Source: an optimization exercise on an open RTL-to-GDS flow (aim: a short achievable clock period and few clock cycles). Production flows keep margins and buffers that such runs may drop. No run shown here included a check of the RTL's function; only the layout flow was run. No activity file was given, so power comes from the tool's default toggle rates.

<file path="design/flow/run.sh">
#!/bin/bash
# synth_recipe.tcl (not shown) runs the flow's synth.tcl, then flattens the netlist and writes it again
# the make line also repeats each setting of config.mk as NAME=value (left out here)
make -C /OpenROAD-flow-scripts/flow DESIGN_CONFIG=/design/flow/config.mk WORK_HOME=/design/flow/orfs CLKGATE_MAP_FILE= SYNTH_SCRIPT=/design/flow/synth_recipe.tcl finish
</file>
<file path="design/flow/config.mk">
export PLATFORM = sky130hd
export DESIGN_NAME = lhce_parse
export DESIGN_NICKNAME = lhce_parse
export VERILOG_FILES = /design/flow/design.v
export SDC_FILE = /design/flow/constraint.sdc
export NUM_CORES = 4
export LEC_CHECK = 0
export ABC_CLOCK_PERIOD_IN_PS = 2500
export CAP_MARGIN = 20
export CORE_MARGIN = 2
export CORE_UTILIZATION = 40
export PLACE_DENSITY = 0.6
export SETUP_SLACK_MARGIN = 4.5
export SLEW_MARGIN = 20
export TNS_END_PERCENT = 100
</file>
<file path="design/flow/constraint.sdc">
create_clock -name core_clock -period 7.0 [get_ports {clk}]
set_input_delay 1.4000 -clock core_clock [delete_from_list [all_inputs] [get_ports {clk}]]
set_output_delay 1.4000 -clock core_clock [all_outputs]
set_load 0.01 [all_outputs]
</file>
<file path="design/flow/design.v">
module lhce_parse (
    input  wire        clk,
    input  wire        rst,           
    input  wire        start,
    input  wire [3:0]  op,
    input  wire [15:0] src_addr,
    input  wire [15:0] src_len,
    input  wire [31:0] ph_src,
    input  wire [31:0] ph_dst,
    output wire        busy,
    output reg         done,
    output wire        mem_rd,
    output wire [9:0]  mem_addr,
    input  wire [31:0] mem_rdata,
    output reg  [3:0]  err_code,
    output reg  [3:0]  err_sub,
    output reg  [31:0] r_csum,
    output reg  [31:0] r_csum_field,
    output reg  [31:0] r_ip_len,
    output reg  [31:0] r_ip_misc,
    output reg  [31:0] r_ip_src,
    output reg  [31:0] r_ip_dst,
    output reg  [31:0] r_ip_hdr,
    output reg  [31:0] r_ip_chk,
    output reg  [31:0] r_tcp_ports,
    output reg  [31:0] r_tcp_seq,
    output reg  [31:0] r_tcp_ack,
    output reg  [31:0] r_tcp_ctl,
    output reg  [31:0] r_tcp_csum,
    output reg  [31:0] r_tcp_hdr,
    output reg  [31:0] r_pay,
    output reg  [31:0] r_out
);
    localparam [3:0] E_NOT_IPV4  = 4'd1;
    localparam [3:0] E_INV_IP    = 4'd2;
    localparam [3:0] E_INV_TCP   = 4'd3;
    localparam [3:0] E_BAD_RANGE = 4'd6;
    localparam [3:0] E_ILLEGAL   = 4'd7;
    function sum_is;
        input [15:0] a;
        input [15:0] b;
        input        ci;
        input [16:0] t;
        reg   [15:0] cin, cout;
        begin
            cin  = a ^ b ^ t[15:0];
            cout = (a & b) | ((a ^ b) & ~t[15:0]);
            sum_is = (cin[0] == ci) && (cin[15:1] == cout[14:0]) && (t[16] == cout[15]);
        end
    endfunction
    function [7:0] lane;
        input [31:0] w;
        input [1:0]  i;
        lane = w[8*i +: 8];
    endfunction
    reg        busy_r;         
    reg        busy_o;         
    reg        mrd_o;
    reg [9:0]  maddr_o;
    reg        is_cip, is_ctcp, is_ipp, is_tcpp, is_frm;
    reg [15:0] c_a;
    reg [15:0] c_n;
    reg [31:0] c_phs;
    reg [31:0] c_phd;
    reg [3:0]  ro;             
    assign busy     = busy_o;
    assign mem_rd   = mrd_o;
    assign mem_addr = maddr_o;
    reg  [4:0]  cyc;       
    reg  [11:0] kn;        
    wire [1:0]  r    = c_a[1:0];
    wire        rodd = c_a[0];
    wire        o_cip  = (op == 4'h1);
    wire        o_ctcp = (op == 4'h2);
    wire        o_ipp  = (op == 4'h3);
    wire        o_tcpp = (op == 4'h4);
    wire        o_frm  = (op == 4'h7);
    wire [1:0]  o_r    = src_addr[1:0];
    reg [31:0] hw0, hw1, hw2, hw3, hw4, hw5, hw6;
    reg [31:0] tr0, tr1, tr2, tr3, tr4, tr5;
    reg [6:0]  hwe;        
    reg [5:0]  tre;
    wire [223:0] hwflat = {hw6, hw5, hw4, hw3, hw2, hw1, hw0};
    wire [191:0] trflat = {tr5, tr4, tr3, tr2, tr1, tr0};
    wire [223:0] ah = ({224{ro[0]}} & hwflat) | ({224{ro[1]}} & (hwflat >> 8)) |
                      ({224{ro[2]}} & (hwflat >> 16)) | ({224{ro[3]}} & (hwflat >> 24));
    wire [191:0] tb = ({192{ro[0]}} & trflat) | ({192{ro[1]}} & (trflat >> 8)) |
                      ({192{ro[2]}} & (trflat >> 16)) | ({192{ro[3]}} & (trflat >> 24));
    reg [159:0] ipb;       
    reg [159:0] tcb;       
    reg [15:0]  eth;       
    always @(posedge clk) begin
        ipb <= is_frm ? ah[191:32] : ah[159:0];
        tcb <= tb[159:0];
        eth <= {ah[23:16], ah[31:24]};
    end
    wire [7:0]  ip_b0   = ipb[7:0];
    wire [3:0]  ip_ver  = ip_b0[7:4];
    wire [3:0]  ip_ihl  = ip_b0[3:0];
    wire [7:0]  ip_hl   = {2'b00, ip_ihl, 2'b00};
    wire [15:0] ip_tl   = {ipb[23:16], ipb[31:24]};
    wire [7:0]  ip_ttl  = ipb[71:64];
    wire [7:0]  ip_proto= ipb[79:72];
    wire [15:0] ip_hcs  = {ipb[87:80], ipb[95:88]};
    wire [31:0] ip_src  = {ipb[103:96], ipb[111:104], ipb[119:112], ipb[127:120]};
    wire [31:0] ip_dst  = {ipb[135:128], ipb[143:136], ipb[151:144], ipb[159:152]};
    wire [15:0] t_sport = {tcb[7:0], tcb[15:8]};
    wire [15:0] t_dport = {tcb[23:16], tcb[31:24]};
    wire [31:0] t_seq   = {tcb[39:32], tcb[47:40], tcb[55:48], tcb[63:56]};
    wire [31:0] t_ack   = {tcb[71:64], tcb[79:72], tcb[87:80], tcb[95:88]};
    wire [7:0]  t_doff  = {2'b00, tcb[103:100], 2'b00};
    wire [5:0]  t_flags = tcb[109:104];
    wire [15:0] t_win   = {tcb[119:112], tcb[127:120]};
    wire [15:0] t_cs    = {tcb[135:128], tcb[143:136]};
    wire [15:0] t_urg   = {tcb[151:144], tcb[159:152]};
    reg  [3:0]  e_ihl;
    reg  [15:0] e_tl;
    wire [1:0]  rp2 = r + 2'd2;
    wire [1:0]  rp3 = r + 2'd3;
    wire [31:0] tl_w2 = is_frm ? hw1 : hw0;      
    wire [31:0] tl_w3 = is_frm ? hw2 : hw1;      
    always @(posedge clk) begin
        e_ihl <= is_frm ? lane(hw1, r) : lane(hw0, r);
        e_tl  <= {lane((r >= 2'd2) ? tl_w3 : tl_w2, rp2),
                  lane((r >= 2'd1) ? tl_w3 : tl_w2, rp3)};
    end
    wire [3:0]  e_ihl_c = (e_ihl < 4'd5) ? 4'd5 : e_ihl;
    reg [17:0] ipS, ipE, ipK, ipK1;    
    reg [17:0] tS, tE, tK, tK1;        
    reg [17:0] phS, phE;               
    reg signed [17:0] kend;            
    reg [3:0]  kmin;                   
    reg [11:0] kcs_ip, kcs_tc;         
    reg [11:0] tq0;                    
    wire [17:0] o_r18 = {16'd0, o_r};
    wire [17:0] o_rn  = o_r18 + {2'b00, src_len};
    wire [17:0] o_ipS = o_frm ? (o_r18 + 18'd4) : o_r18;
    wire [17:0] o_tS  = o_frm ? (o_r18 + 18'd24) : o_r18;
    wire [4:0]  fr_w  = {1'b0, e_ihl_c} + 5'd1;      
    always @(posedge clk) begin
        if (!busy_r) begin
            ipS    <= o_ipS;
            ipE    <= o_cip ? o_rn : o_ipp ? (o_r18 + 18'd20) : o_frm ? (o_r18 + 18'd24) : 18'd0;
            ipK    <= o_ipS + 18'd10;
            ipK1   <= o_ipS + 18'd11;
            tS     <= o_tS;
            tE     <= (o_ctcp | o_tcpp) ? o_rn : 18'd0;
            tK     <= o_tS + 18'd16;
            tK1    <= o_tS + 18'd17;
            phS    <= o_frm ? (o_r18 + 18'd16) : 18'd0;
            phE    <= o_frm ? (o_r18 + 18'd24) : 18'd0;
            kend   <= (o_ipp | o_frm) ? 18'sh1FFFF : ($signed(o_rn - 18'd1) >>> 2);
            kmin   <= o_cip  ? 4'd0 :
                      o_ctcp ? ((o_r == 2'd3) ? 4'd5 : 4'd4) :
                      o_tcpp ? 4'd0 :
                      o_ipp  ? 4'd4 : 4'd6;
            kcs_ip <= (o_r == 2'd0) ? 12'd2 : 12'd3;
            kcs_tc <= o_frm ? ((o_r == 2'd3) ? 12'd11 : 12'd10) : ((o_r == 2'd3) ? 12'd5 : 12'd4);
            tq0    <= o_frm ? 12'd6 : 12'd0;
        end else if (is_ipp) begin
            ipE    <= {12'd0, e_ihl_c, r};
            kend   <= {14'd0, e_ihl_c} - ((r == 2'd0) ? 18'd1 : 18'd0);
        end else if (is_frm) begin
            ipE    <= {11'd0, fr_w, r};
            tS     <= {11'd0, fr_w, r};
            tE     <= {2'b00, e_tl} + {16'd0, r} + 18'd4;
            tK     <= {11'd0, fr_w + 5'd4, r};
            tK1    <= {11'd0, fr_w + 5'd4, r} + 18'd1;
            kend   <= ({2'b00, e_tl} + {16'd0, r} + 18'd3) >>> 2;
            kcs_tc <= {7'd0, fr_w} + ((r == 2'd3) ? 12'd5 : 12'd4);
            tq0    <= {7'd0, fr_w};
        end
    end
    reg [3:0] m_ip, m_tc, m_ih, m_il;
    integer l;
    reg [17:0] p;
    always @(*) begin
        for (l = 0; l < 4; l = l + 1) begin
            p = {4'd0, kn, l[1:0]};
            m_ip[l] = (p >= ipS) && (p < ipE) && (p != ipK) && (p != ipK1);
            m_tc[l] = ((p >= tS) && (p < tE) && (p != tK) && (p != tK1)) ||
                      ((p >= phS) && (p < phE));
            m_ih[l] = (p == tK);
            m_il[l] = (p == tK1);
        end
    end
    wire m_last = ($signed({6'd0, kn}) >= kend) && (kn >= {8'd0, kmin});
    wire m_late = (is_cip && (kn == kcs_ip)) || ((is_ctcp | is_tcpp | is_frm) && (kn == kcs_tc));
    reg [3:0]  X_ip, X_tc, X_ih, X_il;
    reg        X_last, X_late;
    reg        X_ipk, X_ipk1, X_tk, X_tk1;      
    reg        A_last, A_late;
    reg        Fv;
    reg  [15:0] d_L;
    reg  [17:0] pa, pb;
    reg  [18:0] psum;
    reg  [16:0] pf1;
    reg  [15:0] pf;
    always @(posedge clk) begin
        if (is_frm) begin
            pa <= 18'd0;
            pb <= {2'b00, d_L} + 18'd6;
        end else begin
            pa <= {2'b00, c_phs[31:16]} + {2'b00, c_phs[15:0]} + {2'b00, c_phd[31:16]};
            pb <= {2'b00, c_phd[15:0]} + {2'b00, c_n} + 18'd6;
        end
        psum <= {1'b0, pa} + {1'b0, pb};
        pf1  <= {1'b0, psum[15:0]} + {14'd0, psum[18:16]};
        pf   <= pf1[15:0] + {15'd0, pf1[16]};
    end
    wire [7:0] rb0 = mem_rdata[7:0];
    wire [7:0] rb1 = mem_rdata[15:8];
    wire [7:0] rb2 = mem_rdata[23:16];
    wire [7:0] rb3 = mem_rdata[31:24];
    function [7:0] tsel;
        input        m, ih, il;
        input [7:0]  b;
        input [15:0] v;
        tsel = (m ? b : 8'd0) | (ih ? v[15:8] : 8'd0) | (il ? v[7:0] : 8'd0);
    endfunction
    wire [15:0] xi01 = {(X_ip[0] ? rb0 : 8'd0), (X_ip[1] ? rb1 : 8'd0)};
    wire [15:0] xi23 = {(X_ip[2] ? rb2 : 8'd0), (X_ip[3] ? rb3 : 8'd0)};
    wire [15:0] xt01 = {tsel(X_tc[0], X_ih[0], X_il[0], rb0, pf),
                        tsel(X_tc[1], X_ih[1], X_il[1], rb1, pf)};
    wire [15:0] xt23 = {tsel(X_tc[2], X_ih[2], X_il[2], rb2, pf),
                        tsel(X_tc[3], X_ih[3], X_il[3], rb3, pf)};
    reg  [15:0] sx_ip, sx_tc;
    reg         cx_ip, cx_tc;
    wire [16:0] xi_n = {1'b0, xi01} + {1'b0, xi23} + {16'd0, cx_ip};
    wire [16:0] xt_n = {1'b0, xt01} + {1'b0, xt23} + {16'd0, cx_tc};
    reg [7:0]  f_ip_hi, f_ip_lo, f_tc_hi, f_tc_lo;
    reg [15:0] acc_ip, acc_tc;
    reg        ca_ip, ca_tc;
    wire [16:0] si_n = {1'b0, acc_ip} + {1'b0, sx_ip} + {16'd0, ca_ip};
    wire [16:0] st_n = {1'b0, acc_tc} + {1'b0, sx_tc} + {16'd0, ca_tc};
    reg [16:0] k0a_ip, k0b_ip, k1a_ip, k1b_ip, k0a_tc, k0b_tc, k1a_tc, k1b_tc;
    reg        knz_ip, k1_ip, k2_ip, knz_tc, k1_tc, k2_tc;
    wire [15:0] xip  = rodd ? {f_ip_lo, f_ip_hi} : {f_ip_hi, f_ip_lo};
    wire [15:0] xtc  = rodd ? {f_tc_lo, f_tc_hi} : {f_tc_hi, f_tc_lo};
    wire [15:0] xip1 = xip + 16'd1;
    wire [15:0] xip2 = xip + 16'd2;
    wire [15:0] xtc1 = xtc + 16'd1;
    wire [15:0] xtc2 = xtc + 16'd2;
    always @(posedge clk) begin
        k0a_ip <= {1'b0, ~xip};
        k0b_ip <= {1'b1, ~xip1};
        k1a_ip <= {1'b0, ~xip1};
        k1b_ip <= (xip == 16'hFFFE) ? 17'h0FFFF : {1'b1, ~xip2};
        knz_ip <= (xip != 16'hFFFF);
        k1_ip  <= (xip == 16'hFFFE);
        k2_ip  <= (xip == 16'hFFFD);
        k0a_tc <= {1'b0, ~xtc};
        k0b_tc <= {1'b1, ~xtc1};
        k1a_tc <= {1'b0, ~xtc1};
        k1b_tc <= (xtc == 16'hFFFE) ? 17'h0FFFF : {1'b1, ~xtc2};
        knz_tc <= (xtc != 16'hFFFF);
        k1_tc  <= (xtc == 16'hFFFE);
        k2_tc  <= (xtc == 16'hFFFD);
    end
    wire u_ip_max = (&acc_ip) && (&sx_ip) && ca_ip;
    wire u_tc_max = (&acc_tc) && (&sx_tc) && ca_tc;
    wire ip_match_n = cx_ip ?
        (knz_ip && (sum_is(acc_ip, sx_ip, ca_ip, k1a_ip) || sum_is(acc_ip, sx_ip, ca_ip, k1b_ip)) ||
         (k2_ip && u_ip_max)) :
        (sum_is(acc_ip, sx_ip, ca_ip, k0a_ip) || (knz_ip && sum_is(acc_ip, sx_ip, ca_ip, k0b_ip)) ||
         (k1_ip && u_ip_max));
    wire tc_match_n = cx_tc ?
        (knz_tc && (sum_is(acc_tc, sx_tc, ca_tc, k1a_tc) || sum_is(acc_tc, sx_tc, ca_tc, k1b_tc)) ||
         (k2_tc && u_tc_max)) :
        (sum_is(acc_tc, sx_tc, ca_tc, k0a_tc) || (knz_tc && sum_is(acc_tc, sx_tc, ca_tc, k0b_tc)) ||
         (k1_tc && u_tc_max));
    reg  ip_match, tc_match;
    reg [15:0] d_seg;       
    reg [15:0] d_ipa;       
    reg [15:0] d_tca;       
    reg [15:0] d_tl4;       
    reg [15:0] d_np;        
    reg        d_doff_bad;
    reg [31:0] d_pay;
    reg        d_pres;
    always @(posedge clk) begin
        d_seg      <= ip_tl - {8'd0, ip_hl};
        d_ipa      <= is_frm ? (c_a + 16'd4) : c_a;
        d_L        <= is_frm ? (ip_tl - {8'd0, ip_hl}) : c_n;
        d_tca      <= is_frm ? (c_a + 16'd4 + {8'd0, ip_hl}) : c_a;
        d_tl4      <= ip_tl + 16'd4;
        d_np       <= is_frm ? (c_n - 16'd4) : c_n;
        d_doff_bad <= (t_doff < 8'd20) || ({8'd0, t_doff} > d_L);
        d_pay      <= {d_L - {8'd0, t_doff}, d_tca + {8'd0, t_doff}};
        d_pres     <= is_cip ? (c_n >= 16'd12) : (c_n >= 16'd18);
    end
    wire [8:0] hc_n;
    assign hc_n[0] = is_frm && (eth != 16'h0800);           
    assign hc_n[1] = is_frm && (c_n < 16'd24);              
    assign hc_n[2] = (ip_hl < 8'd20);                       
    assign hc_n[3] = (ip_proto != 8'd6);                    
    assign hc_n[4] = (ip_ver != 4'd4);                      
    assign hc_n[5] = ({8'd0, ip_hl} > ip_tl);               
    assign hc_n[6] = ({8'd0, ip_hl} > d_np);                
    assign hc_n[7] = is_frm && (ip_tl > d_np);              
    assign hc_n[8] = is_frm && (d_seg < 16'd20);            
    reg [8:0] hc;
    reg       hc_any;
    always @(posedge clk) begin
        hc     <= hc_n;
        hc_any <= (|hc_n) && (is_ipp | is_frm);
    end
    reg [3:0] hc_code, hc_sub;
    always @(*) begin
        hc_code = E_INV_IP;
        if (hc[0])      begin hc_code = E_NOT_IPV4; hc_sub = 4'd1; end
        else if (hc[1]) hc_sub = 4'd1;
        else if (hc[2]) hc_sub = 4'd2;
        else if (hc[3]) hc_sub = 4'd3;
        else if (hc[4]) hc_sub = 4'd4;
        else if (hc[5]) hc_sub = 4'd5;
        else if (hc[6]) hc_sub = 4'd6;
        else if (hc[7]) hc_sub = 4'd7;
        else            begin hc_code = E_INV_TCP; hc_sub = 4'd1; end
    end
    reg         o_bad;           
    reg         n_lt4, n_lt20;
    reg         e1;
    reg [3:0]   e1_code, e1_sub;
    always @(posedge clk) begin
        if (!busy_r) begin
            o_bad  <= ({1'b0, src_addr} + {1'b0, src_len}) > 17'd4096;
            n_lt4  <= (src_len < 16'd4);
            n_lt20 <= (src_len < 16'd20);
        end
        e1 <= 1'b1; e1_code <= 4'd0; e1_sub <= 4'd1;
        if (!(is_cip | is_ctcp | is_ipp | is_tcpp | is_frm)) e1_code <= E_ILLEGAL;
        else if (o_bad)                                     e1_code <= E_BAD_RANGE;
        else if (is_ipp && n_lt20)                          e1_code <= E_INV_IP;
        else if (is_tcpp && n_lt20)                         e1_code <= E_INV_TCP;
        else if (is_frm && n_lt4)                           begin e1_code <= E_NOT_IPV4; e1_sub <= 4'd2; end
        else                                                e1 <= 1'b0;
    end
    function [15:0] calc;
        input [15:0] acc;
        input        c1, c2;
        input        sw;
        reg   [16:0] s;
        reg   [15:0] f;
        begin
            s = {1'b0, acc} + {16'd0, c1} + {16'd0, c2};
            f = s[15:0] + {15'd0, s[16]};
            calc = ~(sw ? {f[7:0], f[15:8]} : f);
        end
    endfunction
    wire [15:0] calc_ip = calc(acc_ip, ca_ip, sx_ip[0], rodd);
    wire [15:0] calc_tc = calc(acc_tc, ca_tc, sx_tc[0], rodd);
    wire fin_e1 = (cyc == 5'd2) && e1;
    wire fin_hc = (cyc == 5'd9) && is_frm && hc_any;
    wire fin    = fin_e1 | fin_hc | Fv;
    wire tcp_ok = tc_match && !d_doff_bad;
    wire w_csum = Fv && (is_cip | is_ctcp);
    wire w_ip   = Fv && !hc_any && (is_ipp || (is_frm && tcp_ok));
    wire w_tcp  = Fv && !hc_any && (is_tcpp | is_frm) && tcp_ok;
    wire w_frm  = Fv && !hc_any && is_frm && tcp_ok;
    always @(posedge clk) begin
        if (!busy_r) begin
            is_cip  <= o_cip;
            is_ctcp <= o_ctcp;
            is_ipp  <= o_ipp;
            is_tcpp <= o_tcpp;
            is_frm  <= o_frm;
            c_a     <= src_addr;
            c_n     <= src_len;
            c_phs   <= ph_src;
            c_phd   <= ph_dst;
            ro      <= {o_r == 2'd3, o_r == 2'd2, o_r == 2'd1, o_r == 2'd0};
            cyc     <= 5'd1;
            kn      <= 12'd0;
            hwe     <= 7'd0;
            tre     <= 6'd0;
            X_ip    <= 4'd0;
            X_tc    <= 4'd0;
            X_ih    <= 4'd0;
            X_il    <= 4'd0;
            X_last  <= 1'b0;
            X_late  <= 1'b0;
            X_ipk   <= 1'b0;
            X_ipk1  <= 1'b0;
            X_tk    <= 1'b0;
            X_tk1   <= 1'b0;
            sx_ip   <= 16'd0;
            sx_tc   <= 16'd0;
            cx_ip   <= 1'b0;
            cx_tc   <= 1'b0;
            A_last  <= 1'b0;
            A_late  <= 1'b0;
            acc_ip  <= 16'd0;
            acc_tc  <= 16'd0;
            ca_ip   <= 1'b0;
            ca_tc   <= 1'b0;
            Fv      <= 1'b0;
        end else begin
            if (cyc != 5'd31) cyc <= cyc + 5'd1;
            kn      <= kn + 12'd1;
            X_ip    <= m_ip;
            X_tc    <= m_tc;
            X_ih    <= m_ih;
            X_il    <= m_il;
            X_last  <= m_last;
            X_late  <= m_late;
            X_ipk   <= (kn == ipK[13:2]);
            X_ipk1  <= (kn == ipK1[13:2]);
            X_tk    <= (kn == tK[13:2]);
            X_tk1   <= (kn == tK1[13:2]);
            hwe     <= {kn == 12'd6, kn == 12'd5, kn == 12'd4, kn == 12'd3,
                        kn == 12'd2, kn == 12'd1, kn == 12'd0};
            tre     <= {kn == tq0 + 12'd5, kn == tq0 + 12'd4, kn == tq0 + 12'd3,
                        kn == tq0 + 12'd2, kn == tq0 + 12'd1, kn == tq0};
            if (hwe[0]) hw0 <= mem_rdata;
            if (hwe[1]) hw1 <= mem_rdata;
            if (hwe[2]) hw2 <= mem_rdata;
            if (hwe[3]) hw3 <= mem_rdata;
            if (hwe[4]) hw4 <= mem_rdata;
            if (hwe[5]) hw5 <= mem_rdata;
            if (hwe[6]) hw6 <= mem_rdata;
            if (tre[0]) tr0 <= mem_rdata;
            if (tre[1]) tr1 <= mem_rdata;
            if (tre[2]) tr2 <= mem_rdata;
            if (tre[3]) tr3 <= mem_rdata;
            if (tre[4]) tr4 <= mem_rdata;
            if (tre[5]) tr5 <= mem_rdata;
            if (X_ipk)  f_ip_hi <= lane(mem_rdata, ipK[1:0]);
            if (X_ipk1) f_ip_lo <= lane(mem_rdata, ipK1[1:0]);
            if (X_tk)   f_tc_hi <= lane(mem_rdata, tK[1:0]);
            if (X_tk1)  f_tc_lo <= lane(mem_rdata, tK1[1:0]);
            sx_ip   <= xi_n[15:0];
            cx_ip   <= xi_n[16];
            sx_tc   <= xt_n[15:0];
            cx_tc   <= xt_n[16];
            A_last  <= X_last;
            A_late  <= X_late;
            acc_ip  <= si_n[15:0];
            ca_ip   <= si_n[16];
            acc_tc  <= st_n[15:0];
            ca_tc   <= st_n[16];
            ip_match <= ip_match_n;
            tc_match <= tc_match_n;
            Fv      <= A_last && !A_late;
        end
    end
    always @(posedge clk) begin
        if (rst) begin
            busy_r       <= 1'b0;
            busy_o       <= 1'b0;
            mrd_o        <= 1'b0;
            done         <= 1'b0;
            err_code     <= 4'd0;
            err_sub      <= 4'd0;
            r_csum       <= 32'd0;
            r_csum_field <= 32'd0;
            r_ip_len     <= 32'd0;
            r_ip_misc    <= 32'd0;
            r_ip_src     <= 32'd0;
            r_ip_dst     <= 32'd0;
            r_ip_hdr     <= 32'd0;
            r_ip_chk     <= 32'd0;
            r_tcp_ports  <= 32'd0;
            r_tcp_seq    <= 32'd0;
            r_tcp_ack    <= 32'd0;
            r_tcp_ctl    <= 32'd0;
            r_tcp_csum   <= 32'd0;
            r_tcp_hdr    <= 32'd0;
            r_pay        <= 32'd0;
            r_out        <= 32'd0;
        end else begin
            done <= 1'b0;
            if (!busy_o) begin
                if (start) busy_o <= 1'b1;
            end else if (fin) busy_o <= 1'b0;
            if (!mrd_o) begin
                if (start) mrd_o <= 1'b1;
            end else if (fin) mrd_o <= 1'b0;
            if (!busy_r) begin
                if (start) busy_r <= 1'b1;
            end else begin
                if (fin) begin
                    busy_r <= 1'b0;
                    done   <= 1'b1;
                    if (fin_e1) begin
                        err_code <= e1_code;
                        err_sub  <= e1_sub;
                    end else if (hc_any) begin
                        err_code <= hc_code;
                        err_sub  <= hc_sub;
                    end else if ((is_tcpp | is_frm) && !tc_match) begin
                        err_code <= E_INV_TCP;
                        err_sub  <= 4'd2;
                    end else if ((is_tcpp | is_frm) && d_doff_bad) begin
                        err_code <= E_INV_TCP;
                        err_sub  <= 4'd3;
                    end else begin
                        err_code <= 4'd0;
                        err_sub  <= 4'd0;
                    end
                end
                if (w_csum) begin
                    if (is_cip) begin
                        r_csum       <= {14'd0, d_pres && ip_match, d_pres, calc_ip};
                        r_csum_field <= d_pres ? {16'd0, f_ip_hi, f_ip_lo} : 32'd0;
                    end else begin
                        r_csum       <= {14'd0, d_pres && tc_match, d_pres, calc_tc};
                        r_csum_field <= d_pres ? {16'd0, f_tc_hi, f_tc_lo} : 32'd0;
                    end
                end
                if (w_ip) begin
                    r_ip_len  <= {4'd0, ip_ver, ip_hl, ip_tl};
                    r_ip_misc <= {ip_hcs, ip_proto, ip_ttl};
                    r_ip_src  <= ip_src;
                    r_ip_dst  <= ip_dst;
                    r_ip_hdr  <= {d_seg, d_ipa};
                    r_ip_chk  <= {15'd0, ip_match, calc_ip};
                end
                if (w_tcp) begin
                    r_tcp_ports <= {t_sport, t_dport};
                    r_tcp_seq   <= t_seq;
                    r_tcp_ack   <= t_ack;
                    r_tcp_ctl   <= {t_win, t_doff, 2'b00, t_flags};
                    r_tcp_csum  <= {t_urg, t_cs};
                    r_tcp_hdr   <= {d_L, d_tca};
                end
                if (w_frm) begin
                    r_pay <= d_pay;
                    r_out <= {d_tl4, c_a};
                end
            end
        end
    end
    always @(posedge clk) begin
        if (!busy_o) maddr_o <= src_addr[11:2];
        else         maddr_o <= maddr_o + 10'd1;
    end
endmodule
</file>
==> key figures, run 1 <==
Outcome
  – Run status: finished clean

Clock network
  – CTS tree: yes
  – Sink Count: around 1900
  – Inserted Clock Buffers: 200
  – CTS Buffer Depth: 3
  – Worst skew pair latency: 870 ps
  – Clk slew on worst S/H paths: 60 ps
  – Hold_buf cts: 0
  – CTS H-tree lvls: 4
  – Root Driver: clkbuf_16

Pwr
  – Leak: approximately 44 nW
  – Overall Power: 29.3 mW
  – Worst vdd ir: 280 uV
  – PD cells: 259 nW/um^2

Setup path
  – Crit Reg-Reg Startpoint: e_tl[0]
  – Data required, critical path: approximately 7600 ps
  – Critical Path End Type: flop
  – Worst R2R Path Depth: 10
  – Worst setup SP type: flop
  – Crit path max fanout: 5
  – Crit path arrival time: between 4000 and 5000 ps
  – R2R Setup Slk: 3580 ps
  – CP startpoint: e_tl[0]
  – Crit Path Class: reg -> reg
  – Reg-to-Reg End: kend[12]

Hold path
  – Hold path start: d_tca[1]
  – Worst Hold Class: reg -> reg
  – WHS Endpoint: d_pay[1]
  – Worst hold path stage count: 0

Finish
  – Max FFs per register: 154
  – Largest regs: tcb (154), ipb (120)
  – Largest register by flop count: tcb
  – Share of post-route cells with drive strength above 1: about 29%
  – Final nets: 10000
  – Area Growth Syn to Fin: 31.1%

Synth
  – Synth Area in Adders: 7.31%
  – Flops & latches, synth: 1874
  – Post-synth ARST share: 0%
  – Mux share of post-synthesis cell area: 4.07%
  – Post-Syn Instances: 8528
  – Compound-Gate Fraction of Synth Area: 14.5%
  – Top post-synthesis cells by area: dfxtp_1, edfxtp_1, nand2_1
  – Syn Area/Cell: 10.1 sq um
  – Post-Synth XOR/XNOR Area: 5.50%
  – Mapped Area: 86500 sq um
  – EDFF count, synth: 635
  – Main combinational cell family by area after synthesis: compound AO/OA/AOI/OAI gates
  – Area leader, netlist: dfxtp_1
  – Synth cell types: 97
  – Syn. warnings: 1
  – Top FF cell, synth: dfxtp_1
  – Synth top area share: around 29%
  – Seq/Total Area, Yosys: 50.7%
  – Post-Synth Simple-Gate Area: 13.7%

Place
  – Post-detail-place hpwl: 210000 microns
  – PortBufs: 606
  – Routability cong.: slightly above 0.9

GRT
  – Global-route wire length before repair: 454000 microns
  – Largest net degree at the start of global routing: between 200 and 250
  – Total Routing Usage GR: 27.6%
  – Initial antenna violation count: 34
  – Grt total ovfl: 0
  – Vias in the first global route: 67700

Detailed routing
  – Vias per cell: 5.73
  – DRC: 0
  – TritonRoute pass-1 iters: 9
  – DRT iter0 DRCs: roughly 8300
  – WL final: 320000 microns
  – Routed len/inst: about 26 microns
  – Antenna-violating nets left: 0
  – Total number of vias: 71700

Floorplanning
  – Initial cell density of the core: between 40 and 50%
  – Die width: 469 microns
  – Top Ports: 668
  – Die Ht: approximately 470 microns
  – Row Count: 170
  – Die ar.: 220000 sq um
  – Core footprint: about 210000 sq um

Timing
  – Setup TNS: 0 ps
  – RSZ-0062 raised after global routing: yes
  – Fmax: ~0.29 GHz
  – Least-Margin Pin Slew: 1070 ps
  – Final min period: approximately 3400 ps
  – Layout Skew: 65.0 ps
  – Slew HR: 28.4%
  – Period utilisation layout: 48.9%
  – Final Setup Violations: 0
  – Final hold violation count: 0
  – Count of final max-slew check failures: 0

Run
  – Max-cap violations: 0
-- layer usage --
metal	share of wire [%]	wire, microns	vias to the layer above	global-route usage [%]
met5	0.089	286	-	0
met4	4.3	13900	42	10.7
met3	8.7	28000	684	5.88
met2	45	144000	3496	43.0
met1	42	134000	35300	37.6
li1	-	-	32200	-
-- critical path, cell delays in order (launching register included) --
cell	delay (ps)
dfxtp_1	500
ha_4	190
fa_2	280
nand3_1	200
xnor2_2	500
o211ai_1	360
a2111oi_4	410
and4_4	340
a21oi_2	70
o21bai_1	200
o21ai_1	90
-- power by group --
| part | internal (mW) | switching, mW | total [mW] |
|---|---|---|---|
| clock | 6.37 | 4.67 | 11.0 |
| combinational | 2.27 | 3.00 | 5.27 |
| sequential | 12.1 | 0.894 | 13.0 |
| total | 20.7 | 8.56 | 29.3 |
-- metrics by stage --
stage | cell area, sq um | setup WS (ps) | cells | hold WS [ps] | utilization (%)
finish | 113000 | 3580 | 12500 | 368 | 52.8
global route | 113000 | 3540 | 12500 | 383 | 52.7
CTS | 110000 | 3750 | 12300 | 376 | 51.3
detailed placement | 95600 | 1990 | 11600 | 363 | 44.5
global placement | 95600 | 2130 | 11600 | 363 | 44.5
floorplan | 87700 | 3260 | 8589 | 346 | -
-- placed cells by master (no fill, tap or decap), drive strengths merged, types with 117 or more instances in the layout --
cell / instances
a21oi: 607
a22oi: 650
a31oi: 117
buf: 1103
clkbuf: 284
dfxtp: 1239
edfxtp: 635
fa: 130
ha: 295
inv: 339
mux2i: 136
nand2: 1369
nand3: 167
nor2: 437
o21ai: 140
xnor2: 328
xor2: 213
-- synth_stat cells, types with 66 or more instances --
cell type and n:
a21o_1 69, a21oi_1 606, a22oi_1 650, a31oi_1 117, and2_1 86, and3_1 91, clkbuf_1 421, dfxtp_1 1239
edfxtp_1 635, fa_1 130, ha_1 295, inv_1 332, mux2_2 70, mux2i_1 136, nand2_1 1363, nand3_1 167
nand4_1 79, nor2_1 434, nor3_1 110, nor4_1 66, o21ai_0 138, xnor2_1 327, xor2_1 212
-- final cells by class --
type                            count  area, sq um
Inverter                          334         1330
Sequential cell                  1874        44800
Fill cell                       18700       102000
Timing Repair Buffer             1238        13000
Clock inverter                    101         1190
Antenna cell                       10         25.0
Clock buffer                      274         5760
Timing Repair inverter              2         32.5
Tap cell                         2838         3550
Multi-Input combinational cell   5833        43700
-- timing repair --
| item | CTS | global route |
|---|---|---|
| endpoints found under the hold margin | 0 | 0 |
| setup buffers | 343 | 169 |
| setup endpoints to repair | 1473 | 924 |
| pin swaps | 247 | 226 |
| gates resized for setup | 3815 | 377 |
| cloned | 19 | 10 |
-- kinds of logic after synthesis --
family,Yosys count
xor gates and xnor gates,541
adders and majority gates,428
other,1
and+or+nand+nor,2621
AOI/OAI and AO/OA,1906
buffers and inverters,890
DFF,1874
muxes,267
-- how the worst max path moves through the flow --
stage,slack (ps),to,cells after the start
2_1_floorplan,3260,kend[14],11
3_3_place_gp,2130,kend[14],12
6_report,3580,kend[12],10
3_5_place_dp,1990,kend[14],11
4_1_cts,3750,kend[13],10
5_1_grt,3540,kend[12],10
==> inputs of run 2 (changes only) <==
--- a/design/flow/design.v
+++ b/design/flow/design.v
@@ -37,4 +37,32 @@
     localparam [3:0] E_BAD_RANGE = 4'd6;
     localparam [3:0] E_ILLEGAL   = 4'd7;
+    function [16:0] add16;
+        input [15:0] a;
+        input [15:0] b;
+        input        ci;
+        reg   [16:0] g, p, gn, pn;
+        integer      i, d;
+        begin
+            g[0] = ci;
+            p[0] = 1'b0;
+            for (i = 0; i < 16; i = i + 1) begin
+                g[i+1] = a[i] & b[i];
+                p[i+1] = a[i] ^ b[i];
+            end
+            for (d = 1; d < 17; d = d * 2) begin
+                gn = g;
+                pn = p;
+                for (i = d; i < 17; i = i + 1) begin
+                    gn[i] = g[i] | (p[i] & g[i-d]);
+                    pn[i] = p[i] & p[i-d];
+                end
+                g = gn;
+                p = pn;
+            end
+            for (i = 0; i < 16; i = i + 1)
+                add16[i] = a[i] ^ b[i] ^ g[i];
+            add16[16] = g[16];
+        end
+    endfunction
     function sum_is;
         input [15:0] a;
@@ -87,12 +115,7 @@
     wire [191:0] tb = ({192{ro[0]}} & trflat) | ({192{ro[1]}} & (trflat >> 8)) |
                       ({192{ro[2]}} & (trflat >> 16)) | ({192{ro[3]}} & (trflat >> 24));
-    reg [159:0] ipb;       
-    reg [159:0] tcb;       
-    reg [15:0]  eth;       
-    always @(posedge clk) begin
-        ipb <= is_frm ? ah[191:32] : ah[159:0];
-        tcb <= tb[159:0];
-        eth <= {ah[23:16], ah[31:24]};
-    end
+    wire [159:0] ipb = is_frm ? ah[191:32] : ah[159:0];    
+    wire [159:0] tcb = tb[159:0];                           
+    wire [15:0]  eth = {ah[23:16], ah[31:24]};              
     wire [7:0]  ip_b0   = ipb[7:0];
     wire [3:0]  ip_ver  = ip_b0[7:4];
@@ -126,4 +149,7 @@
     end
     wire [3:0]  e_ihl_c = (e_ihl < 4'd5) ? 4'd5 : e_ihl;
+    reg  [16:0] e_tl3;       
+    always @(posedge clk)
+        e_tl3 <= {1'b0, e_tl} + {15'd0, r} + 17'd3;
     reg [17:0] ipS, ipE, ipK, ipK1;    
     reg [17:0] tS, tE, tK, tK1;        
@@ -132,4 +158,5 @@
     reg [3:0]  kmin;                   
     reg [11:0] kcs_ip, kcs_tc;         
+    reg [17:0] ipKh, ipKl, tKh, tKl;   
     reg [11:0] tq0;                    
     wire [17:0] o_r18 = {16'd0, o_r};
@@ -144,6 +171,10 @@
             ipK    <= o_ipS + 18'd10;
             ipK1   <= o_ipS + 18'd11;
+            ipKh   <= o_ipS + (o_r[0] ? 18'd11 : 18'd10);
+            ipKl   <= o_ipS + (o_r[0] ? 18'd10 : 18'd11);
+            tKh    <= o_tS + (o_r[0] ? 18'd17 : 18'd16);
+            tKl    <= o_tS + (o_r[0] ? 18'd16 : 18'd17);
             tS     <= o_tS;
-            tE     <= (o_ctcp | o_tcpp) ? o_rn : 18'd0;
+            tE     <= (o_ctcp | o_tcpp) ? o_rn : o_frm ? 18'h3FFFF : 18'd0;
             tK     <= o_tS + 18'd16;
             tK1    <= o_tS + 18'd17;
@@ -154,5 +185,5 @@
                       o_ctcp ? ((o_r == 2'd3) ? 4'd5 : 4'd4) :
                       o_tcpp ? 4'd0 :
-                      o_ipp  ? 4'd4 : 4'd6;
+                      o_ipp  ? 4'd4 : 4'd7;
             kcs_ip <= (o_r == 2'd0) ? 12'd2 : 12'd3;
             kcs_tc <= o_frm ? ((o_r == 2'd3) ? 12'd11 : 12'd10) : ((o_r == 2'd3) ? 12'd5 : 12'd4);
@@ -164,8 +195,10 @@
             ipE    <= {11'd0, fr_w, r};
             tS     <= {11'd0, fr_w, r};
-            tE     <= {2'b00, e_tl} + {16'd0, r} + 18'd4;
+            tE     <= {1'b0, e_tl3} + 18'd1;
             tK     <= {11'd0, fr_w + 5'd4, r};
             tK1    <= {11'd0, fr_w + 5'd4, r} + 18'd1;
-            kend   <= ({2'b00, e_tl} + {16'd0, r} + 18'd3) >>> 2;
+            tKh    <= {11'd0, fr_w + 5'd4, r} + (rodd ? 18'd1 : 18'd0);
+            tKl    <= {11'd0, fr_w + 5'd4, r} + (rodd ? 18'd0 : 18'd1);
+            kend   <= {3'd0, e_tl3[16:2]};
             kcs_tc <= {7'd0, fr_w} + ((r == 2'd3) ? 12'd5 : 12'd4);
             tq0    <= {7'd0, fr_w};
@@ -225,49 +258,36 @@
     wire [15:0] xt23 = {tsel(X_tc[2], X_ih[2], X_il[2], rb2, pf),
                         tsel(X_tc[3], X_ih[3], X_il[3], rb3, pf)};
-    reg  [15:0] sx_ip, sx_tc;
-    reg         cx_ip, cx_tc;
-    wire [16:0] xi_n = {1'b0, xi01} + {1'b0, xi23} + {16'd0, cx_ip};
-    wire [16:0] xt_n = {1'b0, xt01} + {1'b0, xt23} + {16'd0, cx_tc};
-    reg [7:0]  f_ip_hi, f_ip_lo, f_tc_hi, f_tc_lo;
+    reg  [15:0] xa_ip, xb_ip, xa_tc, xb_tc;
+    reg [15:0] x_ip, x_tc;         
     reg [15:0] acc_ip, acc_tc;
     reg        ca_ip, ca_tc;
-    wire [16:0] si_n = {1'b0, acc_ip} + {1'b0, sx_ip} + {16'd0, ca_ip};
-    wire [16:0] st_n = {1'b0, acc_tc} + {1'b0, sx_tc} + {16'd0, ca_tc};
-    reg [16:0] k0a_ip, k0b_ip, k1a_ip, k1b_ip, k0a_tc, k0b_tc, k1a_tc, k1b_tc;
-    reg        knz_ip, k1_ip, k2_ip, knz_tc, k1_tc, k2_tc;
-    wire [15:0] xip  = rodd ? {f_ip_lo, f_ip_hi} : {f_ip_hi, f_ip_lo};
-    wire [15:0] xtc  = rodd ? {f_tc_lo, f_tc_hi} : {f_tc_hi, f_tc_lo};
+    wire [15:0] ci_s = acc_ip ^ xa_ip ^ xb_ip;
+    wire [15:0] ci_c = (acc_ip & xa_ip) | (acc_ip & xb_ip) | (xa_ip & xb_ip);
+    wire [15:0] ci_r = {ci_c[14:0], ci_c[15]};
+    wire [15:0] ct_s = acc_tc ^ xa_tc ^ xb_tc;
+    wire [15:0] ct_c = (acc_tc & xa_tc) | (acc_tc & xb_tc) | (xa_tc & xb_tc);
+    wire [15:0] ct_r = {ct_c[14:0], ct_c[15]};
+    wire [16:0] si_n = add16(ci_s, ci_r, ca_ip);
+    wire [16:0] st_n = add16(ct_s, ct_r, ca_tc);
+    reg [16:0] k0a_ip, k0b_ip, k0a_tc, k0b_tc;
+    reg        knz_ip, k1_ip, knz_tc, k1_tc;
+    wire [15:0] xip  = x_ip;
+    wire [15:0] xtc  = x_tc;
     wire [15:0] xip1 = xip + 16'd1;
-    wire [15:0] xip2 = xip + 16'd2;
     wire [15:0] xtc1 = xtc + 16'd1;
-    wire [15:0] xtc2 = xtc + 16'd2;
     always @(posedge clk) begin
         k0a_ip <= {1'b0, ~xip};
         k0b_ip <= {1'b1, ~xip1};
-        k1a_ip <= {1'b0, ~xip1};
-        k1b_ip <= (xip == 16'hFFFE) ? 17'h0FFFF : {1'b1, ~xip2};
         knz_ip <= (xip != 16'hFFFF);
         k1_ip  <= (xip == 16'hFFFE);
-        k2_ip  <= (xip == 16'hFFFD);
         k0a_tc <= {1'b0, ~xtc};
         k0b_tc <= {1'b1, ~xtc1};
-        k1a_tc <= {1'b0, ~xtc1};
-        k1b_tc <= (xtc == 16'hFFFE) ? 17'h0FFFF : {1'b1, ~xtc2};
         knz_tc <= (xtc != 16'hFFFF);
         k1_tc  <= (xtc == 16'hFFFE);
-        k2_tc  <= (xtc == 16'hFFFD);
     end
-    wire u_ip_max = (&acc_ip) && (&sx_ip) && ca_ip;
-    wire u_tc_max = (&acc_tc) && (&sx_tc) && ca_tc;
-    wire ip_match_n = cx_ip ?
-        (knz_ip && (sum_is(acc_ip, sx_ip, ca_ip, k1a_ip) || sum_is(acc_ip, sx_ip, ca_ip, k1b_ip)) ||
-         (k2_ip && u_ip_max)) :
-        (sum_is(acc_ip, sx_ip, ca_ip, k0a_ip) || (knz_ip && sum_is(acc_ip, sx_ip, ca_ip, k0b_ip)) ||
-         (k1_ip && u_ip_max));
-    wire tc_match_n = cx_tc ?
-        (knz_tc && (sum_is(acc_tc, sx_tc, ca_tc, k1a_tc) || sum_is(acc_tc, sx_tc, ca_tc, k1b_tc)) ||
-         (k2_tc && u_tc_max)) :
-        (sum_is(acc_tc, sx_tc, ca_tc, k0a_tc) || (knz_tc && sum_is(acc_tc, sx_tc, ca_tc, k0b_tc)) ||
-         (k1_tc && u_tc_max));
+    wire ip_match_n = sum_is(ci_s, ci_r, ca_ip, k0a_ip) || (knz_ip && sum_is(ci_s, ci_r, ca_ip, k0b_ip)) ||
+                      (k1_ip && (&ci_s) && (&ci_r) && ca_ip);
+    wire tc_match_n = sum_is(ct_s, ct_r, ca_tc, k0a_tc) || (knz_tc && sum_is(ct_s, ct_r, ca_tc, k0b_tc)) ||
+                      (k1_tc && (&ct_s) && (&ct_r) && ca_tc);
     reg  ip_match, tc_match;
     reg [15:0] d_seg;       
@@ -324,9 +344,7 @@
     reg [3:0]   e1_code, e1_sub;
     always @(posedge clk) begin
-        if (!busy_r) begin
-            o_bad  <= ({1'b0, src_addr} + {1'b0, src_len}) > 17'd4096;
-            n_lt4  <= (src_len < 16'd4);
-            n_lt20 <= (src_len < 16'd20);
-        end
+        o_bad  <= ({1'b0, c_a} + {1'b0, c_n}) > 17'd4096;
+        n_lt4  <= (c_n < 16'd4);
+        n_lt20 <= (c_n < 16'd20);
         e1 <= 1'b1; e1_code <= 4'd0; e1_sub <= 4'd1;
         if (!(is_cip | is_ctcp | is_ipp | is_tcpp | is_frm)) e1_code <= E_ILLEGAL;
@@ -349,7 +367,7 @@
         end
     endfunction
-    wire [15:0] calc_ip = calc(acc_ip, ca_ip, sx_ip[0], rodd);
-    wire [15:0] calc_tc = calc(acc_tc, ca_tc, sx_tc[0], rodd);
-    wire fin_e1 = (cyc == 5'd2) && e1;
+    wire [15:0] calc_ip = calc(acc_ip, ca_ip, 1'b0, rodd);
+    wire [15:0] calc_tc = calc(acc_tc, ca_tc, 1'b0, rodd);
+    wire fin_e1 = (cyc == 5'd3) && e1;
     wire fin_hc = (cyc == 5'd9) && is_frm && hc_any;
     wire fin    = fin_e1 | fin_hc | Fv;
@@ -385,8 +403,8 @@
             X_tk    <= 1'b0;
             X_tk1   <= 1'b0;
-            sx_ip   <= 16'd0;
-            sx_tc   <= 16'd0;
-            cx_ip   <= 1'b0;
-            cx_tc   <= 1'b0;
+            xa_ip   <= 16'd0;
+            xb_ip   <= 16'd0;
+            xa_tc   <= 16'd0;
+            xb_tc   <= 16'd0;
             A_last  <= 1'b0;
             A_late  <= 1'b0;
@@ -405,8 +423,8 @@
             X_last  <= m_last;
             X_late  <= m_late;
-            X_ipk   <= (kn == ipK[13:2]);
-            X_ipk1  <= (kn == ipK1[13:2]);
-            X_tk    <= (kn == tK[13:2]);
-            X_tk1   <= (kn == tK1[13:2]);
+            X_ipk   <= (kn == ipKh[13:2]);
+            X_ipk1  <= (kn == ipKl[13:2]);
+            X_tk    <= (kn == tKh[13:2]);
+            X_tk1   <= (kn == tKl[13:2]);
             hwe     <= {kn == 12'd6, kn == 12'd5, kn == 12'd4, kn == 12'd3,
                         kn == 12'd2, kn == 12'd1, kn == 12'd0};
@@ -426,12 +444,12 @@
             if (tre[4]) tr4 <= mem_rdata;
             if (tre[5]) tr5 <= mem_rdata;
-            if (X_ipk)  f_ip_hi <= lane(mem_rdata, ipK[1:0]);
-            if (X_ipk1) f_ip_lo <= lane(mem_rdata, ipK1[1:0]);
-            if (X_tk)   f_tc_hi <= lane(mem_rdata, tK[1:0]);
-            if (X_tk1)  f_tc_lo <= lane(mem_rdata, tK1[1:0]);
-            sx_ip   <= xi_n[15:0];
-            cx_ip   <= xi_n[16];
-            sx_tc   <= xt_n[15:0];
-            cx_tc   <= xt_n[16];
+            if (X_ipk)  x_ip[15:8] <= lane(mem_rdata, ipKh[1:0]);
+            if (X_ipk1) x_ip[7:0]  <= lane(mem_rdata, ipKl[1:0]);
+            if (X_tk)   x_tc[15:8] <= lane(mem_rdata, tKh[1:0]);
+            if (X_tk1)  x_tc[7:0]  <= lane(mem_rdata, tKl[1:0]);
+            xa_ip   <= xi01;
+            xb_ip   <= xi23;
+            xa_tc   <= xt01;
+            xb_tc   <= xt23;
             A_last  <= X_last;
             A_late  <= X_late;
@@ -503,8 +521,8 @@
                     if (is_cip) begin
                         r_csum       <= {14'd0, d_pres && ip_match, d_pres, calc_ip};
-                        r_csum_field <= d_pres ? {16'd0, f_ip_hi, f_ip_lo} : 32'd0;
+                        r_csum_field <= d_pres ? {16'd0, rodd ? {x_ip[7:0], x_ip[15:8]} : x_ip} : 32'd0;
                     end else begin
                         r_csum       <= {14'd0, d_pres && tc_match, d_pres, calc_tc};
-                        r_csum_field <= d_pres ? {16'd0, f_tc_hi, f_tc_lo} : 32'd0;
+                        r_csum_field <= d_pres ? {16'd0, rodd ? {x_tc[7:0], x_tc[15:8]} : x_tc} : 32'd0;
                     end
                 end
==> key figures, run 2 <==
Clock network
  – Worst skew pair latency: 860 ps (about the same)
  – Root Driver: clkbuf_16
  – Clk slew on worst S/H paths: 60 ps (about the same)
  – Hold_buf cts: 0 (unchanged)
  – Inserted Clock Buffers: 174 (-13%)
  – CTS tree: yes
  – CTS H-tree lvls: 4 (unchanged)
  – CTS Buffer Depth: 3 (unchanged)
  – Sink Count: 1594 (-15%)

Hold path
  – Worst Hold Class: reg -> reg

Synth
  – Synth cell types: 96 (-1.0%)
  – Post-Synth Simple-Gate Area: 12.2% (-1.5 points)
  – Area leader, netlist: dfxtp_1
  – Most numerous cell in the Yosys netlist: dfxtp_1
  – Top post-synthesis cells by area: dfxtp_1, edfxtp_1, a22oi_1
  – Syn. warnings: 1 (unchanged)
  – Main combinational cell family by area after synthesis: compound AO/OA/AOI/OAI gates
  – Post-Syn Instances: 7435 (-13%)
  – Compound-Gate Fraction of Synth Area: 16.5% (+1.9 points)
  – Top FF cell, synth: dfxtp_1
  – Mapped Area: 77100 sq um (-11%)
  – Synth Area in Adders: 7.61% (+0.30 points)
  – Flops & latches, synth: 1594 (-15%)
  – Post-synth ARST share: 0% (unchanged)
  – Synth top area share: 25.0% (-3.7 points)
  – Syn Area/Cell: 10.4 sq um (+2.3%)
  – Seq/Total Area, Yosys: 49.6% (-1.2 points)
  – Synth top cells by count: dfxtp_1, a22oi_1, nor2_1, edfxtp_1, nand2_1
  – Mux share of post-synthesis cell area: 4.48% (+0.41 points)
  – Post-Synth XOR/XNOR Area: 5.07% (-0.43 points)
  – EDFF count, synth: 631 (-0.63%)

Detailed routing
  – Routed len/inst: 28.6 microns (+12%)
  – M1 WL: 122000 microns (-9.0%)
  – DRC: 0 (unchanged)
  – Total number of vias: 67000 (-6.5%)
  – TritonRoute pass-1 iters: 12 (+3)
  – Routed wl met2: 141000 microns (-1.9%)
  – Met3 Wirelength: 32200 microns (+15%)
  – DRT iter0 DRCs: 8640 (+4.0%)
  – Vias per cell: 6.03 (+5.2%)
  – Antenna-violating nets left: 0 (unchanged)
  – Highest routed layer: met5
  – WL final: 318000 microns (-0.75%)

Pwr
  – PD cells: 254 nW/um^2 (-1.6%)
  – Worst vdd ir: 278 uV (-0.48%)
  – Leak: 39.6 nW (-11%)

Run
  – Max-cap violations: 0 (unchanged)

Finish
  – Final nets: 8944 (-11%)
  – Fillers: 16500 (-12%)
  – Multi-input logic area: 39700 sq um (-9.1%)
  – Most common cell after layout, fill and taps aside: a22oi_1
  – Share of post-route cells with drive strength above 1: 31.8% (+2.7 points)
  – Register area: 39000 sq um (-13%)
  – Area Growth Syn to Fin: 33.6%
  – Fin area: 103000 sq um (-9.1%)
  – Commonest cells after routing, fill and taps aside: a22oi_1, edfxtp_1, nor2_1, nand2_1, buf_6

Floorplanning
  – Die ar.: 196000 sq um (-11%)
  – Initial cell density of the core: 40.2% (-0.093 points)
  – Top Ports: 668 (unchanged)
  – Core footprint: 192000 sq um (-11%)
  – Row Count: 161 (-5.3%)
  – Die Ht: 443 microns (-5.5%)
  – Die width: 443 microns (-5.5%)

Timing
  – Final Setup Violations: 0 (unchanged)
  – Count of final max-slew check failures: 0 (unchanged)
  – Layout Skew: 45.2 ps (-19.8 ps)
  – Period utilisation layout: 48.1% (-0.80 points)
  – RSZ-0062 raised after global routing: yes
  – WHS: 382 ps (+14.0 ps)
  – Final hold violation count: 0 (unchanged)
  – Fmax: 0.297 GHz (+1.7%)
  – Least-Margin Pin Slew: 995 ps (-79.2 ps)
  – Setup TNS: 0 ps (unchanged)
  – Slew HR: 33.7% (+5.3 points)
  – Final min period: 3370 ps (-55.8 ps)

GRT
  – Total Routing Usage GR: 30.5% (+2.8 points)
  – Initial antenna violation count: 22 (-35%)
  – Global-route wire length before repair: 441000 microns (-2.9%)
  – Vias in the first global route: 62300 (-8.0%)
  – Grt total ovfl: 0 (unchanged)
  – Largest net degree at the start of global routing: 168 (-29%)

Setup path
  – Critical Path End Type: flop
  – Crit Path Class: reg -> reg
  – Crit path max fanout: 6 (+1)
  – Data required, critical path: 7740 ps (+150 ps)
  – Crit path arrival time: 4100 ps (+90 ps)
  – Worst setup SP type: flop

Place
  – Routability cong.: 0.955 (+4.8%)
  – Placed cell area: 86200 sq um (-9.9%)
  – Post-detail-place hpwl: 204000 microns (-2.8%)
  – PortBufs: 606 (unchanged)

Outcome
  – Run status: finished clean
run 2: power by group:
part	switching (mW)	internal [mW]	leakage, nW	total (mW)
logic	3.16	2.40	22.6	5.56
registers	0.667	10.3	14.1	11.0
clock network	4.08	5.56	2.95	9.64
run 2: area by class of cell:
class                           count  area share (%)
Antenna cell                       17          0.0413
Clock buffer                      245            4.86
Clock inverter                     83           0.954
Inverter                          315            1.24
Multi-Input combinational cell   5057            38.6
Sequential cell                  1594            37.9
Tap cell                         2526            3.07
Timing Repair Buffer             1271            13.3
Timing Repair inverter              3          0.0279
run 2: worst paths after layout:
kind / start / to / slack [ps] / depth (start not counted)
worst max-delay path: ro[1] / d_L[15] / 3630 / 14
worst max register to register: ro[1] / d_L[15] / 3630 / 14
worst min register to register: d_tca[1] / d_pay[1] / 380 / 0
worst min-delay path: d_tca[1] / d_pay[1] / 380 / 0
run 2: through the flow:
stage / utilization (%) / power (mW) / setup WS, ps / cells
2_1_floorplan: - / 13.9 / 3360 / 7495
3_3_place_gp: 44.9 / 15.4 / 2230 / 10200
3_5_place_dp: 44.9 / 15.4 / 2200 / 10200
4_1_cts: 52.0 / 25.7 / 3710 / 10900
5_1_grt: 53.6 / 27.0 / 3550 / 11100
6_report: 53.6 / 26.2 / 3630 / 11100
run 2: logic make-up after synthesis:
kind of cell             after synthesis
flip-flops                          1594
XOR/XNOR                             446
buffers and inverters                846
other                                  1
multiplexers                         267
AND/OR/NAND/NOR                     2036
AO/OA/AOI/OAI                       1851
adder cells (fa/ha/maj)              394
run 2: layer usage:
layer	vias to the layer above	global-route usage, %
met1	33100	39.1
met4	8	18.0
li1	29100	-
met3	863	7.36
met2	3937	46.6
met5	-	0
run 2: worst max-delay path, cell delays in order (launching register included):
cell and delay, ps:
edfxtp_1 510, buf_12 210, buf_4 140, a22oi_2 150, nand2_2 120, o21ai_4 300
inv_2 100, ha_4 220, a21o_1 180, a21oi_4 220, o211a_1 240, nand2_2 80
or3_4 380, xnor2_2 150, mux2_4 260
run 2: timing repair:
action,CTS,global route
endpoints found under the setup margin,1299,1016
buffers inserted,356,154
cloned,29,17
resized for setup,3842,310
pin swaps,254,190
==> inputs of run 3 (changes only) <==
--- a/design/flow/config.mk
+++ b/design/flow/config.mk
@@ -9,6 +9,6 @@
 export CAP_MARGIN = 20
 export CORE_MARGIN = 2
-export CORE_UTILIZATION = 40
-export PLACE_DENSITY = 0.6
+export CORE_UTILIZATION = 60
+export PLACE_DENSITY = 0.7
 export SETUP_SLACK_MARGIN = 4.5
 export SLEW_MARGIN = 20
==> key figures, run 3 <==
Outcome
  – Run status: finished clean

Synth
  – Top post-synthesis cells by area: dfxtp_1, edfxtp_1, a22oi_1
  – EDFF count, synth: 631 (unchanged)
  – Syn. warnings: 1 (unchanged)
  – Syn Area/Cell: 10.4 sq um (unchanged)
  – Seq/Total Area, Yosys: 49.6% (unchanged)
  – Mapped Area: 77100 sq um (unchanged)
  – Post-Syn Instances: 7435 (unchanged)
  – Area leader, netlist: dfxtp_1
  – Post-synth ARST share: 0% (unchanged)
  – Synth cell types: 96 (unchanged)
  – Synth top cells by count: dfxtp_1, a22oi_1, nor2_1, edfxtp_1, nand2_1
  – Flops & latches, synth: 1594 (unchanged)
  – Top FF cell, synth: dfxtp_1
  – Most numerous cell in the Yosys netlist: dfxtp_1
  – Synth top area share: 25.0% (unchanged)

Detailed routing
  – Total number of vias: 69900 (+4.2%)
  – DRC: 0 (unchanged)
  – Vias per cell: 6.78 (+12%)
  – Routed len/inst: 30.1 microns (+5.2%)
  – TritonRoute pass-1 iters: 13 (+1)
  – Antenna-violating nets left: 0 (unchanged)
  – WL final: 310000 microns (-2.4%)
  – DRT iter0 DRCs: 11400 (+31%)

Clock network
  – CTS tree: yes
  – Root Driver: clkbuf_16
  – Worst skew pair latency: 840 ps (-20 ps)
  – CTS H-tree lvls: 4 (unchanged)
  – Hold_buf cts: 0 (unchanged)
  – CTS Buffer Depth: 3 (unchanged)
  – Clk slew on worst S/H paths: 60 ps (about the same)
  – Sink Count: 1594 (unchanged)
  – Inserted Clock Buffers: 168 (-3.4%)

Timing
  – Count of final max-slew check failures: 0 (unchanged)
  – Setup TNS: 0 ps (unchanged)
  – Final min period: 3380 ps (+19.6 ps)
  – RSZ-0062 raised after global routing: yes
  – Final hold violation count: 0 (unchanged)
  – Least-Margin Pin Slew: 1140 ps (+147 ps)
  – Slew HR: 23.9% (-9.8 points)
  – Final Setup Violations: 0 (unchanged)
  – Layout Skew: 41.1 ps (-4.04 ps)
  – Period utilisation layout: 48.4% (+0.28 points)
  – Fmax: 0.295 GHz (-0.58%)
  – Final worst setup slack: 3620 ps (-19.6 ps)

GRT
  – Largest net degree at the start of global routing: 217 (+29%)
  – Grt total ovfl: 0 (unchanged)
  – Initial antenna violation count: 18 (-18%)
  – Global-route wire length before repair: 430000 microns (-2.6%)
  – Total Routing Usage GR: 44.2% (+14 points)
  – Vias in the first global route: 64500 (+3.5%)

Place
  – Routability cong.: 0.982 (+2.8%)
  – Post-detail-place hpwl: 185000 microns (-9.2%)
  – Worst slack at placement: 2270 ps (+78.2 ps)
  – PortBufs: 606 (unchanged)

Floorplanning
  – Die width: 362 microns (-18%)
  – Core footprint: 128000 sq um (-34%)
  – Initial cell density of the core: 60.5% (+20 points)
  – Top Ports: 668 (unchanged)
  – Row Count: 131 (-19%)
  – Die ar.: 131000 sq um (-33%)
  – Die Ht: 362 microns (-18%)

Finish
  – Commonest cells after routing, fill and taps aside: a22oi_1, edfxtp_1, buf_6, nor2_1, nand2_1
  – Most common cell after layout, fill and taps aside: a22oi_1
  – Share of post-route cells with drive strength above 1: 33.4% (+1.6 points)
  – Final nets: 9011 (+0.75%)
  – Area Growth Syn to Fin: 34.1%

Setup path
  – Worst R2R Path Depth: 14 (unchanged)
  – R2R Setup Slk: 3620 ps (-20 ps)
  – Crit path max fanout: 7 (+1)
  – Worst setup SP type: flop
  – Crit path arrival time: 4080 ps (-20 ps)
  – Reg-to-Reg End: d_tca[15]
  – Critical Path End Type: flop
  – Crit Path Class: reg -> reg
  – CP Capture Point: d_tca[15]
  – Crit Reg-Reg Startpoint: phE[3]
  – CP startpoint: phE[3]
  – Data required, critical path: 7690 ps (-50 ps)

Run
  – Max-cap violations: 0 (unchanged)

Hold path
  – Worst hold path stage count: 1 (+1)
  – Worst Hold Class: reg -> reg

Pwr
  – PD cells: 250 nW/um^2 (-1.7%)
  – Worst vdd ir: 265 uV (-4.6%)
  – Leak: 40.2 nW (+1.5%)
run 3: cell counts after synthesis:
No cell type changed its count.
run 3: layout make-up:
class / count / area [sq um]
clock inverters: 71 / 708
repair buffers: 1343 / 14800
diodes: 18 / 45.0
flip-flops and latches: 1594 / 39100
fillers: 7553 / 24200
repair inverters: 3 / 38.8
well taps: 1662 / 2080
clock buffers: 244 / 4900
multi-input cells: 5058 / 40500
inverters: 315 / 1260
run 3: where the power goes:
part / total [mW] / leakage (nW) / internal [mW] / switching, mW
combinational: 5.72 / 23.4 / 2.48 / 3.24
clock: 9.15 / 2.75 / 5.20 / 3.94
sequential: 11.0 / 14.1 / 10.3 / 0.655
run 3: stage by stage:
step	total power, mW	util (%)	hold WS, ps	area (sq um)	std cells
6_report	25.8	81.1	432	103000	10300
5_1_grt	26.5	81.0	439	103000	10300
3_5_place_dp	15.3	66.7	418	85000	9339
4_1_cts	25.1	77.9	427	99400	10100
2_1_floorplan	13.9	-	346	78800	7495
3_3_place_gp	15.2	66.7	416	85000	9337
run 3: worst max-delay path, stage by stage, from the launching register on:
cell and delay, ps:
edfxtp_1 470, buf_12 200, buf_16 150, mux2_4 320
a22o_1 260, a221oi_4 310, inv_2 180, ha_4 320
nor2b_1 120, o211ai_1 80, buf_4 170, a2111oi_4 220
and3_4 240, a21boi_1 70, xnor2_1 120
run 3: worst min-delay path by stage:
stage | slack, ps | to | from
after floorplan | 350 | d_pay[16] | d_L[0]
after global placement | 420 | A_late | X_late
after detailed placement | 420 | A_late | X_late
after CTS | 430 | r_pay[4] | d_pay[4]
after global routing | 440 | r_pay[2] | d_pay[2]
final | 430 | pf[15] | pf1[15]
run 3: kinds of logic (layout without fill, tap and decap cells):
group / Yosys count / count (layout) / synth area share, %
buffers and inverters: 846 / 1976 / 4.61
flip-flops: 1594 / 1594 / 49.6
AND/OR/NAND/NOR: 2036 / 2038 / 12.2
adder cells (fa/ha/maj): 394 / 394 / 7.61
AO/OA/AOI/OAI: 1851 / 1852 / 16.5
other: 1 / 79 / 0.00486
XOR/XNOR: 446 / 446 / 5.07
multiplexers: 267 / 267 / 4.48
run 3: metal layers:
metal | GRT usage, % | part of all wire (%)
met1 | 56.5 | 35
met3 | 13.4 | 14
met4 | 29.4 | 7.9
met5 | 0 | 0.028
met2 | 64.7 | 43
run 3: what timing repair did:
action	CTS	global route
pin swaps	267	234
buffers inserted	389	182
cloned	44	20
endpoints found under the hold margin	0	0
setup endpoints to repair	1606	990
gates resized for setup	3712	454

-- afterwards: timing with drivers on the ports --
How much do the figures lean on ideal ports? The routed layouts below were timed once more, with nothing changed but the port constraints.
Step 1 (the two cells are an assumption about what drives the block):
set clk [get_ports {clk}]
set_driving_cell -lib_cell sky130_fd_sc_hd__clkbuf_16 $clk
set_driving_cell -lib_cell sky130_fd_sc_hd__buf_2 [delete_from_list [all_inputs] $clk]
Step 2 adds t to the input delays and takes it off the output delays; t is the mean of the earliest and latest rising clock arrival at the registers after step 1. Input paths then give back, and output paths get back, about the clock's delay inside the block.
Three values: no drivers, after step 1, after step 2; two values: the first two.
run	t (ns)	setup WS [ns]	hold slack, ns	worst setup path after step 2	worst data-port slew with drivers (ns)
run 1	0.925	3.579 / 3.579 / 2.937	0.368 / 0.368 / 0.368	input to register	0.11
run 2	0.937	3.635 / 3.635 / 2.961	0.382 / 0.382 / 0.382	input to register	0.07
run 3	0.903	3.615 / 3.615 / 2.746	0.432 / 0.432 / 0.432	input to register	0.12
After both steps every run listed still meets setup and hold. For run 3, which loses most, drivers alone change the setup slack by 0.000 ns; drivers and shift together by -0.869 ns.
